Background: an optimization exercise with open tools, aiming at small area. Do not read the settings as production practice.
Where RTL was checked, it was by simulation tests only, not by an equivalence proof against the original.
Power and IR drop assume default switching activity.

pepper:
Design ap2_core, start of the top module:
module ap2_core (
    input  wire        clk,
    input  wire        rst,           
    input  wire        start,         
    input  wire [16:0] image_end,     
    output reg         mem_req,
    output reg         mem_we,
    output wire [15:0] mem_addr,
    output wire [15:0] mem_wdata,
    input  wire [15:0] mem_rdata,
    input  wire        mem_ready,
    output wire        done,          
    output wire [1:0]  stop_reason,   
    output wire [15:0] r0,
    output wire [15:0] r1,
    output wire [15:0] r2,
    output wire [15:0] r3,
    output wire [15:0] r4,
    output wire [15:0] r5,
    output wire [15:0] r6,
    output wire [15:0] r7,
    output wire [15:0] pc_out,
    output wire [15:0] sp_out,
    output wire        flag_c,
    output wire        flag_ov,
    output wire        flag_z,
    output wire        flag_s
);
    localparam [3:0] S_CLR   = 4'd0,
                     S_FETCH = 4'd1,
                     S_B     = 4'd4,     
                     S_M     = 4'd5,     
                     S_D     = 4'd6,     
                     S_P     = 4'd7,     
                     S_SHIFT = 4'd8,
                     S_MUL   = 4'd9,
                     S_IDLE  = 4'd12,
                     S_HALT  = 4'd13,    
                     S_RSVD  = 4'd14,    
                     S_END   = 4'd15;    
    reg [143:0] ring;
    reg [15:0]  T, U, ir;
    reg [3:0]   o;
    reg [3:0]   c;
    reg         fc, fov, fz, fs;
    reg [3:0]   st;
    wire [15:0] S = ring[15:0];
  ...
For scale: roughly 210 flip-flops, roughly 240 I/O pins, roughly 9700 sq um of cells after synthesis.
==> flow/config.mk <==
export PLATFORM = sky130hd
export DESIGN_NAME = ap2_core
export DESIGN_NICKNAME = ap2_core
export VERILOG_FILES = /design/flow/design.v
export SDC_FILE = /design/flow/constraint.sdc
export NUM_CORES = 4
export LEC_CHECK = 0
export ABC_AREA = 1
export CAP_MARGIN = 20
export CORE_MARGIN = 2
export CORE_UTILIZATION = 45
export GPL_TIMING_DRIVEN = 0
export SLEW_MARGIN = 20
==> flow/constraint.sdc <==
create_clock -name core_clock -period 10.0 [get_ports {clk}]
set_input_delay 2.0000 -clock core_clock [delete_from_list [all_inputs] [get_ports {clk}]]
set_output_delay 2.0000 -clock core_clock [all_outputs]
set_load 0.01 [all_outputs]
standard.sh (not shown) runs the stock make flow with config.mk's settings and CLKGATE_MAP_FILE= SYNTH_SCRIPT=/design/flow/synth_recipe.tcl, a recipe that flattens the netlist after the stock synthesis.
==> flow/flow/run.sh <==
#!/bin/bash
# Layout flow: the standard ORFS flow (standard.sh: the standard
# synthesis, floorplan, power grid, taps, placement, CTS and routing), with
# knobs that ORFS reads from the environment:
#  - port buffers use the smallest buffer cell (buffer_ports -buffer_cell)
#    instead of the 10 um2 delay buffer ORFS picks on its own; every input
#    and output port still gets its own buffer;
#  - CTS builds the clock tree from small clock buffers and adds no dummy
#    load cells.
# standard.sh's full output goes to standard_make.log here; each ORFS step
# keeps its own log under orfs/logs/.
set -euo pipefail
export BUFFER_PORTS_ARGS="-buffer_cell sky130_fd_sc_hd__buf_1"
export CTS_ARGS="-sink_clustering_enable -repair_clock_nets -dont_use_dummy_load -buf_list {sky130_fd_sc_hd__clkbuf_8} -sink_clustering_size 24 -sink_clustering_max_diameter 50"
bash standard.sh > standard_make.log 2>&1
The following lists how cedar was set up differently from pepper:
--- a/flow/design.v
+++ b/flow/design.v
@@ -18,22 +18,35 @@
                   | ({16{yM}}  & md)
                   | ({16{yI8}} & {8'b0, ir[7:0]})
                   | ({16{yIS}} & {8'b0, ir[10:8], ir[4:0]})
                   | ({16{yI9}} & {7'b0, ir[10:2]})
                   | ({16{yNS}} & ~s & (t | {16{yNA}}))
                   | {14'b0, y2, 1'b0};
-    wire [16:0] cy;
+    wire [12:0] cy;
     assign cy[0] = cin;
     genvar i;
     generate
-        for (i = 0; i < 16; i = i + 1) begin : g_bit
+        for (i = 0; i < 12; i = i + 1) begin : g_bit
             assign r[i]    = x[i] ^ y[i] ^ cy[i];
             assign cy[i+1] = (x[i] & y[i]) | (cy[i] & (x[i] ^ y[i]));
         end
     endgenerate
-    assign cout = cy[16];
+    wire [4:0] c0, c1;
+    wire [3:0] s0, s1;
+    assign c0[0] = 1'b0;
+    assign c1[0] = 1'b1;
+    generate
+        for (i = 0; i < 4; i = i + 1) begin : g_hi
+            assign s0[i]   = x[12+i] ^ y[12+i] ^ c0[i];
+            assign c0[i+1] = (x[12+i] & y[12+i]) | (c0[i] & (x[12+i] ^ y[12+i]));
+            assign s1[i]   = x[12+i] ^ y[12+i] ^ c1[i];
+            assign c1[i+1] = (x[12+i] & y[12+i]) | (c1[i] & (x[12+i] ^ y[12+i]));
+        end
+    endgenerate
+    assign r[15:12] = cy[12] ? s1 : s0;
+    assign cout     = cy[12] ? c1[4] : c0[4];
 endmodule
 module ap2_core (
     input  wire        clk,
     input  wire        rst,           
     input  wire        start,         
     input  wire [16:0] image_end,     
@@ -123,13 +136,13 @@
     end
     wire [16:0] bw;
     assign bw[0] = 1'b0;
     genvar gi;
     generate
         for (gi = 0; gi < 16; gi = gi + 1) begin : g_cmp
-            assign bw[gi+1] = (!S[gi] & image_end[gi]) | (!S[gi] & bw[gi]) | (image_end[gi] & bw[gi]);
+            assign bw[gi+1] = (!S[gi] && image_end[gi]) || (!(S[gi] ^ image_end[gi]) && bw[gi]);
         end
     endgenerate
     wire at_end = !image_end[16] && !bw[16];
     wire [3:0] o_inc = (o == 4'd8) ? 4'd0 :
                        {o[3] ^ (o[2] & o[1] & o[0]), o[2] ^ (o[1] & o[0]), o[1] ^ o[0], !o[0]};
     wire [3:0] c_inc = {c[3] ^ (c[2] & c[1] & c[0]), c[2] ^ (c[1] & c[0]), c[1] ^ c[0], !c[0]};
@@ -236,15 +249,15 @@
                 xa  = 1'b0;
                 xb  = 1'b0;
                 yTL = left;
                 yTR = !left;
             end
             S_MUL: begin
-                xa  = !ir[4] && U[15];
-                xb  = !ir[4] && U[15];
-                yTL = 1'b1;
+                xa  = U[15];
+                xb  = U[15];
+                yTL = !ir[4];
             end
             S_D: begin                   
                 xa = 1'b0;
                 xb = 1'b0;
                 yT = 1'b1;
             end
@@ -369,13 +382,13 @@
                 if (!k_nz || is_rot || k == 5'd1)
                     st_n = S_D;
             end
             S_MUL: begin
                 t_en  = 1'b1;
                 k_dec = 1'b1;
-                if (k == 5'd0) begin
+                if (k == 5'd1) begin
                     fov_we = 1'b1;
                     st_n   = S_D;
                 end
             end
             S_D: begin
                 if (is_mov || is_ldr || is_pop || is_alu) begin
@@ -413,17 +426,17 @@
     end
     always @(posedge clk) begin
         if (rot)
             ring <= {wsel ? R : S, ring[143:16]};
         if (t_en)
             T <= R;
-        U <= {U[14:0], (st == S_MUL && !ir[4]) ? U[15] : T[15]};
+        U <= (st == S_MUL) ? {U[14:0], U[15]} : T;
         if (ir_ld)
             ir <= mem_rdata;
         else if (k_set)
-            ir[4:0] <= 5'd31;
+            ir[4:0] <= 5'd16;
         else if (k_dec)
             ir[4:0] <= k_dec_v;
         if (o_set)
             o <= 4'd8;
         else if (rot)
             o <= o_inc;
Results
- cedar was carried through to the last stage, and its layout satisfied the timing, design-rule and antenna checks.
- Taking pepper as the reference, in cedar met3 capacity usage during global routing has decreased, average instance area after synthesis shrank by about 1%.
- | total area of sequential cells | pepper vs cedar | ≈ equal |
- Post-detailed-route via-to-cell ratio: lower on pepper
- The count of flip-flops with a built-in enable after synthesis was comparable across cedar and pepper.
- cedar — sequential cell power about 3% lower, pepper as reference
- cedar ends up with higher maximum clock frequency than pepper does.
- Compared with pepper, cedar ends up with more cell area.
- NOTE: headroom to the max-slew limit in cedar exceeds that of pepper
Only the layout flow was run in cedar; the RTL was not checked for function there.

==> port drivers added, routing unchanged <==
In the flow no input, the clock included, has a driving cell. The finished layouts below were timed again as built, in two steps. Step 1 (the two cells are an assumption about what drives the block):
set clk [get_ports {clk}]
set_driving_cell -lib_cell sky130_fd_sc_hd__clkbuf_16 $clk
set_driving_cell -lib_cell sky130_fd_sc_hd__buf_2 [delete_from_list [all_inputs] $clk]
Step 2 moves the port delays by t, midway between the first and last clock arrival at a register: inputs arrive t later, outputs are due t later. That takes back most of the time a late clock gives input paths. a / b / c = no drivers / after step 1 / after step 2; a / b = the first two.
run | shift t [ns] | setup slack, ns | worst setup path after step 2 | clock arrival spread, ns | worst slew at a driven data input, ns
pepper | 0.591 | 0.358 / 0.358 / 0.166 | input to register | 0.117 / 0.118 | 0.10
cedar | 0.578 | 0.416 / 0.416 / 0.237 | input to register | 0.126 / 0.127 | 0.06
After both steps setup and hold are still met in every run listed. The setup slack of pepper, which loses most, moves by 0.000 ns with the drivers and by -0.192 ns with both steps.
